This is an optimization exercise on Yosys and OpenROAD, whose aim is a short achievable clock period and few clock cycles, not a production implementation.
Where RTL was checked, it was by simulation tests only, not by an equivalence proof against the original.
No activity file was given, so power comes from the tool's default toggle rates.

==> build 12 <==
==> flow/design.v (excerpt) <==
module bv_decoder (
    input  wire        clk,
    input  wire        rst,
    input  wire [15:0] width,
    input  wire [15:0] height,
    input  wire        in_valid,
    output wire        in_ready,
    input  wire [31:0] in_data,
    output wire        out_valid,
    input  wire        out_ready,
    output wire [1:0]  out_kind,
    output wire [10:0] out_x,
    output wire [10:0] out_y,
    output wire [15:0] out_pat,
    output wire        fault
);
clock: 8.0 ns
lec_check: 0
abc_clock_period_in_ps: 2500
cap_margin: 20
core_margin: 2
core_utilization: 30
cts_cluster_diameter: 150
cts_cluster_size: 40
setup_slack_margin: 5
slew_margin: 20
standard.sh (not shown) runs the stock make flow with config.mk's settings and CLKGATE_MAP_FILE= SYNTH_SCRIPT=/design/flow/synth_recipe.tcl, a recipe that flattens the netlist after the stock synthesis.
==> flow/flow/run.sh <==
#!/bin/bash
set -euo pipefail
bash standard.sh finish \
    MATCH_CELL_FOOTPRINT=0 \
    "BUFFER_PORTS_ARGS=-buffer_cell sky130_fd_sc_hd__buf_4" \
    SETUP_SLACK_MARGIN=5.6 \
    > standard.log 2>&1
==> build 20: changes against build 12 <==
--- a/flow/design.v
+++ b/flow/design.v
@@ -71,180 +71,155 @@
                 if (m[i]) low_index = i[3:0];
         end
     endfunction
     reg         irst;
     always @(posedge clk) irst <= rst;
     reg  [31:0] h0, h1;
     reg         v0, v1;
     reg         in_ready_r;
-    reg  [38:0] h0s;         
     reg  [95:0] bbuf;        
     reg  [96:0] bge;         
     reg  [96:0] bgi;         
     reg  [7:0]  b8;          
     reg  [8:0]  B8;          
-    reg         app;         
     wire        push = in_valid && in_ready_r;
+    reg         app;         
     wire [127:0] bgx = {31'd0, bge};
     wire [127:0] bgy = {31'd0, bgi};
     assign in_ready = in_ready_r;
     reg         v0_n, v1_n;
-    reg  [31:0] h0_n;
     always @(*) begin
         if (app) begin
             v0_n = v1 | push;
             v1_n = v1 & push;
-            h0_n = v1 ? h1 : in_data;
         end else begin
             v0_n = v0 | push;
             v1_n = v1 | (v0 & push);
-            h0_n = v0 ? h0 : in_data;
         end
     end
     always @(posedge clk) begin
-        h0 <= h0_n;
-        if (app || !v1) h1 <= in_data;
+        if (app) begin
+            h0 <= v1 ? h1 : in_data;
+            h1 <= in_data;
+        end else begin
+            if (!v0) h0 <= in_data;
+            if (!v1) h1 <= in_data;
+        end
         if (irst) begin
             v0 <= 1'b0;
             v1 <= 1'b0;
         end else begin
             v0 <= v0_n;
             v1 <= v1_n;
         end
         if (rst)
             in_ready_r <= 1'b0;
         else if (irst)
             in_ready_r <= 1'b1;
         else
             in_ready_r <= ~v1_n;
     end
-    reg  [8:0]  sel;
-    reg         nf;
-    reg  [9:0]  sbl_n, sbh, sg_n;
-    wire [9:0]  sbl = ~sbl_n;
-    wire [9:0]  sg  = ~sg_n;
+    reg  [8:0]  sel;         
+    reg         nf;          
     reg         pst;         
     reg  [15:0] rem;         
     reg  [1:0]  pdir;
     wire        room_n;      
+    reg  [38:0] ins1;
     reg  [95:0] ins;
-    integer ia;
+    integer ia, ib;
     always @(*) begin
+        ins1 = 39'd0;
+        for (ib = 0; ib < 8; ib = ib + 1)
+            ins1 = ins1 | ({39{b8[ib]}} & ({7'd0, h0} << ib));
         ins = 96'd0;
         for (ia = 0; ia < 9; ia = ia + 1)
-            ins = ins | ({96{B8[ia]}} & ({57'd0, h0s} << (8 * ia)));
+            ins = ins | ({96{B8[ia]}} & ({57'd0, ins1} << (8 * ia)));
     end
     wire [95:0] bb = bbuf | ins;
-    function [95:0] shift_by;
-        input [95:0] v;
-        input [9:0]  s;      
-        integer k;
-        begin
-            shift_by = {96{s[9]}} & v;
-            for (k = 0; k < 9; k = k + 1)
-                shift_by = shift_by | ({96{s[k]}} & (v >> tlen(k)));
-        end
-    endfunction
-    wire [95:0] bb_lo = shift_by(bb, sbl);
-    wire [95:0] bb_hi = shift_by(bb, sbh);
-    wire [95:0] bb_n  = {bb_hi[95:48], bb_lo[47:0]};
+    wire s2  = sel[SU];
+    wire s10 = sel[SI];
+    wire s12 = sel[MV];
+    wire s18 = sel[SN] | sel[FL];
+    wire s19 = sel[EM];
+    wire s21 = sel[HU];
+    wire s29 = sel[HI];
+    wire s37 = sel[HN];
+    wire [95:0] bb_n = ({96{nf }} & bb)         |
+                       ({96{s2 }} & (bb >> 2))  | ({96{s10}} & (bb >> 10)) |
+                       ({96{s12}} & (bb >> 12)) | ({96{s18}} & (bb >> 18)) |
+                       ({96{s19}} & (bb >> 19)) | ({96{s21}} & (bb >> 21)) |
+                       ({96{s29}} & (bb >> 29)) | ({96{s37}} & (bb >> 37));
     wire [15:0] hmask = bbuf[18:3];
     wire [15:0] rem1  = rem & (rem - 16'd1);
     wire [15:0] hrem1 = hmask & (hmask - 16'd1);
     wire        more  = |rem1;
     wire        hmore = |hrem1;
-    wire        avail = app ? v1 : v0;   
     reg  [8:0]   sel_n;
-    reg  [96:0]  bge_n, bgi_n;
+    reg  [96:0]  bge_n;
     reg  [7:0]   b8_n;
-    reg  [8:0]   B8_n;
-    reg          app_n;
     reg  [8:0]   cls, cls0, cls1;
-    reg          cp, ac;
-    reg  [96:0]  g0, g1;
-    integer      c, j, L, t;
+    reg          cp;
+    integer      c, j, L;
     always @(*) begin
         sel_n  = 9'd0;
         bge_n  = 97'd0;
-        bgi_n  = 97'd0;
         b8_n   = 8'd0;
-        B8_n   = 9'd0;
-        app_n  = 1'b0;
         for (c = 0; c < 10; c = c + 1) begin
             L  = (c == 9) ? 0 : tlen(c);
             cls0 = classify(bbuf[L +: 21], 1'b0);
             cls1 = classify(bbuf[L +: 21], 1'b1);
             cp = (c == SU || c == SI || c == SN) ? more :
                  (c == HU || c == HI || c == HN) ? hmore :
                  (c == 9) ? pst : 1'b0;
             cls = cp ? cls1 : cls0;
             for (j = 0; j < 9; j = j + 1)
                 cls[j] = cls[j] && bgx[L + tneed(j)] && bgy[L + tlen(j)];
-            g0 = bgi >> L;                           
-            ac = avail & ~bgy[65 + L];
-            g1 = (g0 << 32) | 97'hFFFF_FFFF;        
             if ((c == 9) ? nf : sel[c]) begin
-                sel_n = sel_n | cls;
-                b8_n  = b8_n | ((b8 >> (L % 8)) | (b8 << (8 - (L % 8))));
-            end
-            if (sg[c]) begin
-                bge_n = bge_n | g0;
-                bgi_n = bgi_n | (ac ? g1 : g0);
-                app_n = app_n | ac;
-                for (t = 0; t < 9; t = t + 1)
-                    B8_n[t] = B8_n[t] | (ac & g0[8 * t] & ~g0[8 * t + 8]);
+                sel_n  = sel_n | cls;
+                bge_n  = bge_n | (bgi >> L);
+                b8_n   = b8_n | ((b8 >> (L % 8)) | (b8 << (8 - (L % 8))));
             end
         end
         sel_n = sel_n & {9{room_n}};
     end
-    wire       nf_n = ~|sel_n;
-    reg  [38:0] h0s_n;
-    integer ib;
+    wire         app_n = (app ? v1 : v0) & ~bge_n[65];
+    wire [96:0]  bgi_n = app_n ? ((bge_n << 32) | 97'hFFFF_FFFF) : bge_n;
+    reg  [8:0] B8_n;
+    integer    a8;
     always @(*) begin
-        h0s_n = 39'd0;
-        for (ib = 0; ib < 8; ib = ib + 1)
-            h0s_n = h0s_n | ({39{b8_n[ib]}} & ({7'd0, h0_n} << ib));
+        for (a8 = 0; a8 < 9; a8 = a8 + 1)
+            B8_n[a8] = app_n & bge_n[8 * a8] & ~bge_n[8 * a8 + 8];
     end
     always @(posedge clk) begin
         if (irst) begin
-            bbuf  <= 96'd0;
-            bge   <= 97'd1;
-            bgi   <= 97'd1;
-            b8    <= 8'd1;
-            B8    <= 9'd0;
-            app   <= 1'b0;
-            sel   <= 9'd0;
-            nf    <= 1'b1;
-            sbl_n <= ~10'h200;
-            pst   <= 1'b0;
-            h0s   <= {7'd0, h0_n};
+            bbuf <= 96'd0;
+            bge  <= 97'd1;
+            bgi  <= 97'd1;
+            b8   <= 8'd1;
+            B8   <= 9'd0;
+            app  <= 1'b0;
+            sel  <= 9'd0;
+            nf   <= 1'b1;
+            pst  <= 1'b0;
         end else begin
-            bbuf  <= bb_n;
-            bge   <= bge_n;
-            bgi   <= bgi_n;
-            b8    <= b8_n;
-            B8    <= B8_n;
-            app   <= app_n;
-            sel   <= sel_n;
-            nf    <= nf_n;
-            sbl_n <= ~{nf_n, sel_n};
-            h0s   <= h0s_n;
+            bbuf <= bb_n;
+            bge  <= bge_n;
+            bgi  <= bgi_n;
+            b8   <= b8_n;
+            B8   <= B8_n;
+            app  <= app_n;
+            sel  <= sel_n;
+            nf   <= ~|sel_n;
             if (sel[SU] | sel[SI] | sel[SN])
                 pst <= more;
             else if (sel[HU] | sel[HI] | sel[HN])
                 pst <= hmore;
         end
-        if (rst || irst) begin
-            sbh  <= 10'h200;
-            sg_n <= ~10'h200;
-        end else begin
-            sbh  <= {nf_n, sel_n};
-            sg_n <= ~{nf_n, sel_n};
-        end
         if (sel[SU] | sel[SI] | sel[SN]) begin
             rem <= rem1;
         end else if (sel[HU] | sel[HI] | sel[HN]) begin
             rem  <= hrem1;
             pdir <= bbuf[2:1];
         end
     end
     wire        fire = ~nf;
@@ -311,18 +286,19 @@
                     2'd3: cur_y <= cur_y - 8'd1;
                 endcase
             end
         end
     end
     reg  [35:0] fmem [0:CAP-1];
     reg  [3:0]  fwp, frp;
     reg         ov;
-    reg  [35:0] oev;         
-    reg  [35:0] oport;       
+    reg  [1:0]  okind;
+    reg  [8:0]  ox, oy;
+    reg  [15:0] opat;
     reg         fault_r;
     wire        fempty = (fwp == frp);
     wire        ofire  = ov && out_ready;
     wire        oload  = (!ov || out_ready) && !fempty;
     wire [35:0] fhead  = fmem[frp[2:0]];
     always @(posedge clk) begin
         fmem[fwp[2:0]] <= ev;
         if (irst) begin
@@ -334,25 +310,28 @@
         end
         if (rst || irst) begin
             ov      <= 1'b0;
             fault_r <= 1'b0;
         end else begin
             ov      <= oload | (ov & ~out_ready);
             fault_r <= faulted && fempty && !ov;
         end
-        if (irst)       oev <= 36'd0;
-        else if (oload) oev <= fhead;
-        oport <= oload ? fhead : oev;
+        if (oload) begin
+            okind <= fhead[35:34];
+            ox    <= fhead[33:25];
+            oy    <= fhead[24:16];
+            opat  <= fhead[15:0];
+        end
     end
     assign out_valid = ov;
-    assign out_kind  = oport[35:34];
-    assign out_x     = {oport[33:25], 2'b00};
-    assign out_y     = {oport[24:16], 2'b00};
-    assign out_pat   = oport[15:0];
+    assign out_kind  = okind;
+    assign out_x     = {ox, 2'b00};
+    assign out_y     = {oy, 2'b00};
+    assign out_pat   = opat;
     assign fault     = fault_r;
     reg  [3:0] occ;
     reg  [1:0] dec_r;
     wire       cret = tv && (ttyp == T_MOVE || ttyp == T_STEP);
     wire [3:0] occ_next = occ + {3'd0, fire} - {2'd0, dec_r};
     wire [3:0] occ_d    = occ - {2'd0, dec_r};
     assign room_n = nf ? (occ_d < CAP) : (occ_d < CAP - 1);
     always @(posedge clk) begin
- CTS_CLUSTER_DIAMETER: 150 -> not set
- CTS_CLUSTER_SIZE: 40 -> not set
==> trial 3: changes against build 12 <==
--- a/flow/design.v
+++ b/flow/design.v
@@ -42,19 +42,18 @@
                 HU, HI, HN:  tneed = 21;
                 default:     tneed = 2;
             endcase
         end
     endfunction
     function [8:0] classify;
         input [20:0] w;
         input        p;
-        reg mnz;
+        input        mnz;        
         begin
-            mnz = |w[18:3];
             classify = 9'd0;
             classify[SU] =  p &  w[0];
             classify[SI] =  p & ~w[0] &  w[1];
             classify[SN] =  p & ~w[0] & ~w[1];
             classify[MV] = ~p & ~w[0] &  w[1];
             classify[FL] = ~p & ~w[0] & ~w[1];
             classify[EM] = ~p &  w[0] & ~mnz;
             classify[HU] = ~p &  w[0] &  mnz &  w[19];
@@ -142,42 +141,91 @@
             shift_by = {96{s[9]}} & v;
             for (k = 0; k < 9; k = k + 1)
                 shift_by = shift_by | ({96{s[k]}} & (v >> tlen(k)));
         end
     endfunction
     wire [95:0] bb_lo = shift_by(bb, sbl);
     wire [95:0] bb_hi = shift_by(bb, sbh);
     wire [95:0] bb_n  = {bb_hi[95:48], bb_lo[47:0]};
+    reg  [55:0] q4;
+    reg  [95:0] bb4;
+    wire [99:0] bbp = {4'd0, bb};
+    integer i4;
+    always @(*) begin
+        for (i4 = 0; i4 < 96; i4 = i4 + 1)
+            bb4[i4] = |bbp[i4 +: 4];
+    end
+    wire [95:0] bb4_n = shift_by(bb4, sbl);
     wire [15:0] hmask = bbuf[18:3];
     wire [15:0] rem1  = rem & (rem - 16'd1);
     wire [15:0] hrem1 = hmask & (hmask - 16'd1);
-    wire        more  = |rem1;
-    wire        hmore = |hrem1;
-    wire        avail = app ? v1 : v0;   
+    reg         more, hmore;
+    function [2:0] thr_join;
+        input [2:0] a, b;
+        begin
+            thr_join[0] = a[0] | b[0];
+            thr_join[1] = a[1] | b[1] | (a[0] & b[0]);
+            thr_join[2] = a[2] | b[2] | (a[1] & b[0]) | (a[0] & b[1]);
+        end
+    endfunction
+    function [2:0] thr16;
+        input [15:0] m;
+        reg   [2:0]  t2 [0:7];
+        reg   [2:0]  t4 [0:3];
+        reg   [2:0]  t8 [0:1];
+        integer i;
+        begin
+            for (i = 0; i < 8; i = i + 1)
+                t2[i] = {1'b0, m[2*i] & m[2*i+1], m[2*i] | m[2*i+1]};
+            for (i = 0; i < 4; i = i + 1)
+                t4[i] = thr_join(t2[2*i], t2[2*i+1]);
+            for (i = 0; i < 2; i = i + 1)
+                t8[i] = thr_join(t4[2*i], t4[2*i+1]);
+            thr16 = thr_join(t8[0], t8[1]);
+        end
+    endfunction
+    function ge2;                
+        input [15:0] m;
+        reg   [2:0]  n;
+        begin
+            n   = thr16(m);
+            ge2 = n[1];
+        end
+    endfunction
+    function ge3;                
+        input [15:0] m;
+        reg   [2:0]  n;
+        begin
+            n   = thr16(m);
+            ge3 = n[2];
+        end
+    endfunction
+    reg         avail;       
     reg  [8:0]   sel_n;
     reg  [96:0]  bge_n, bgi_n;
     reg  [7:0]   b8_n;
     reg  [8:0]   B8_n;
     reg          app_n;
     reg  [8:0]   cls, cls0, cls1;
-    reg          cp, ac;
+    reg          cp, ac, mz;
     reg  [96:0]  g0, g1;
     integer      c, j, L, t;
     always @(*) begin
         sel_n  = 9'd0;
         bge_n  = 97'd0;
         bgi_n  = 97'd0;
         b8_n   = 8'd0;
         B8_n   = 9'd0;
         app_n  = 1'b0;
         for (c = 0; c < 10; c = c + 1) begin
             L  = (c == 9) ? 0 : tlen(c);
-            cls0 = classify(bbuf[L +: 21], 1'b0);
-            cls1 = classify(bbuf[L +: 21], 1'b1);
+            mz   = q4[L + 3] | q4[L + 7] | q4[L + 11] | q4[L + 15];
+            cls0 = classify(bbuf[L +: 21], 1'b0, mz);
+            cls1 = classify(bbuf[L +: 21], 1'b1, mz);
             cp = (c == SU || c == SI || c == SN) ? more :
                  (c == HU || c == HI || c == HN) ? hmore :
                  (c == 9) ? pst : 1'b0;
             cls = cp ? cls1 : cls0;
             for (j = 0; j < 9; j = j + 1)
                 cls[j] = cls[j] && bgx[L + tneed(j)] && bgy[L + tlen(j)];
             g0 = bgi >> L;                           
             ac = avail & ~bgy[65 + L];
@@ -191,16 +239,33 @@
                 bgi_n = bgi_n | (ac ? g1 : g0);
                 app_n = app_n | ac;
                 for (t = 0; t < 9; t = t + 1)
                     B8_n[t] = B8_n[t] | (ac & g0[8 * t] & ~g0[8 * t + 8]);
             end
         end
         sel_n = sel_n & {9{room_n}};
     end
+    reg  more_n, hmore_n, hmore3_n, hmore3;
+    integer c2, L2;
+    always @(*) begin
+        hmore_n  = nf & ge2(bbuf[18:3]);
+        hmore3_n = nf & ge3(bbuf[18:3]);
+        for (c2 = 0; c2 < 9; c2 = c2 + 1) begin
+            L2 = tlen(c2);
+            hmore_n  = hmore_n  | (sel[c2] & ge2(bbuf[L2 + 3 +: 16]));
+            hmore3_n = hmore3_n | (sel[c2] & ge3(bbuf[L2 + 3 +: 16]));
+        end
+        if (sel[SU] | sel[SI] | sel[SN])
+            more_n = ge3(rem);
+        else if (sel[HU] | sel[HI] | sel[HN])
+            more_n = hmore3;
+        else
+            more_n = more;
+    end
     wire       nf_n = ~|sel_n;
     reg  [38:0] h0s_n;
     integer ib;
     always @(*) begin
         h0s_n = 39'd0;
         for (ib = 0; ib < 8; ib = ib + 1)
             h0s_n = h0s_n | ({39{b8_n[ib]}} & ({7'd0, h0_n} << ib));
     end
@@ -210,41 +275,47 @@
             bge   <= 97'd1;
             bgi   <= 97'd1;
             b8    <= 8'd1;
             B8    <= 9'd0;
             app   <= 1'b0;
             sel   <= 9'd0;
             nf    <= 1'b1;
             sbl_n <= ~10'h200;
+            q4    <= 56'd0;
             pst   <= 1'b0;
             h0s   <= {7'd0, h0_n};
         end else begin
             bbuf  <= bb_n;
             bge   <= bge_n;
             bgi   <= bgi_n;
             b8    <= b8_n;
             B8    <= B8_n;
             app   <= app_n;
             sel   <= sel_n;
             nf    <= nf_n;
             sbl_n <= ~{nf_n, sel_n};
+            q4    <= bb4_n[55:0];
             h0s   <= h0s_n;
             if (sel[SU] | sel[SI] | sel[SN])
                 pst <= more;
             else if (sel[HU] | sel[HI] | sel[HN])
                 pst <= hmore;
         end
         if (rst || irst) begin
             sbh  <= 10'h200;
             sg_n <= ~10'h200;
         end else begin
             sbh  <= {nf_n, sel_n};
             sg_n <= ~{nf_n, sel_n};
         end
+        more   <= more_n;
+        hmore  <= hmore_n;
+        hmore3 <= hmore3_n;
+        avail  <= !irst && (app_n ? v1_n : v0_n);
         if (sel[SU] | sel[SI] | sel[SN]) begin
             rem <= rem1;
         end else if (sel[HU] | sel[HI] | sel[HN]) begin
             rem  <= hrem1;
             pdir <= bbuf[2:1];
         end
     end
     wire        fire = ~nf;
- CTS_CLUSTER_DIAMETER: 150 -> not set
- CTS_CLUSTER_SIZE: 40 -> not set
==> comparison table <==
| quantity | trial 3 | build 12 | build 20 |
|---|---|---|---|
| Final design area excluding fillers | 62900 µm² | - | 49000 µm² |
| Class of the worst hold path | reg2reg | - | reg2reg |
| Max-slew violation total from the final report | 0 | - | 0 |
| Via density per instance | 6.89 | - | 6.70 |
| Worst setup timing slack at the placement stage | 3.85 ns | 3.44 ns | 4.42 ns |
| Basic-gate share of the synthesized area counting and, or, nand and nor cells | 0.162 | 0.144 | 0.101 |
| Post-Syn Instances | 6034 | 5283 | 3644 |
| Chip height | 418 µm | 398 µm | 362 µm |
| Fraction of the mapped netlist area in compound gates | 0.277 | 0.276 | 0.268 |
| Wire length per cell | 30.7 µm | - | 27.7 µm |
| Worst voltage drop across the vdd grid | 177 µV | - | 161 µV |
| Result of the run | timing/DRC/antenna clean | did not finish | timing/DRC/antenna clean |
| Stage where the flow stopped | - | 5_1_grt | - |
| Total clock buffers created by CTS | 99 | 26 | 80 |
| Filler Cells Inserted | 17.1k | - | 12.0k |
| Yosys warning count | 64 | 1 | 1 |
| Synthesis-to-finish area growth | 22.1% | - | 27.8% |
| Static leakage power | 0.0213 µW | - | 0.0171 µW |
| Min-Delay Path Depth | 2 | - | 1 |
Testbench counts of trial 3, summed over its fixed seeds: cycles 43,834.
No functional check of the RTL was part of build 12 and build 20.

[what the ideal ports hide]
The results above use ideal ports. As a check the final layouts listed here were re-extracted and re-timed, cells and wires unchanged.
Step 1 assumes that a clkbuf_16 drives the clock port and a buf_2 every other input.
Step 2 times the ports against the registers' clock, not the clock port: input delays grow and output delays shrink by t, the midpoint of the rising clock arrivals with the driver on.
a / b / c = no drivers / after step 1 / after step 2; a / b = the first two.
| run | t (ns) | setup slack, ns | worst setup path at the end | worst register clock-pin slew, ns |
|---|---|---|---|---|
| build 20 | 0.746 | 5.090 / 5.033 / 5.011 | input to register | 0.07 / 0.07 |
| trial 3 | 0.823 | 5.167 / 5.092 / 4.824 | input to register | 0.07 / 0.07 |
After both steps setup and hold are still met in every run listed. For trial 3, which loses most, drivers alone change the setup slack by -0.075 ns; drivers and shift together by -0.343 ns.
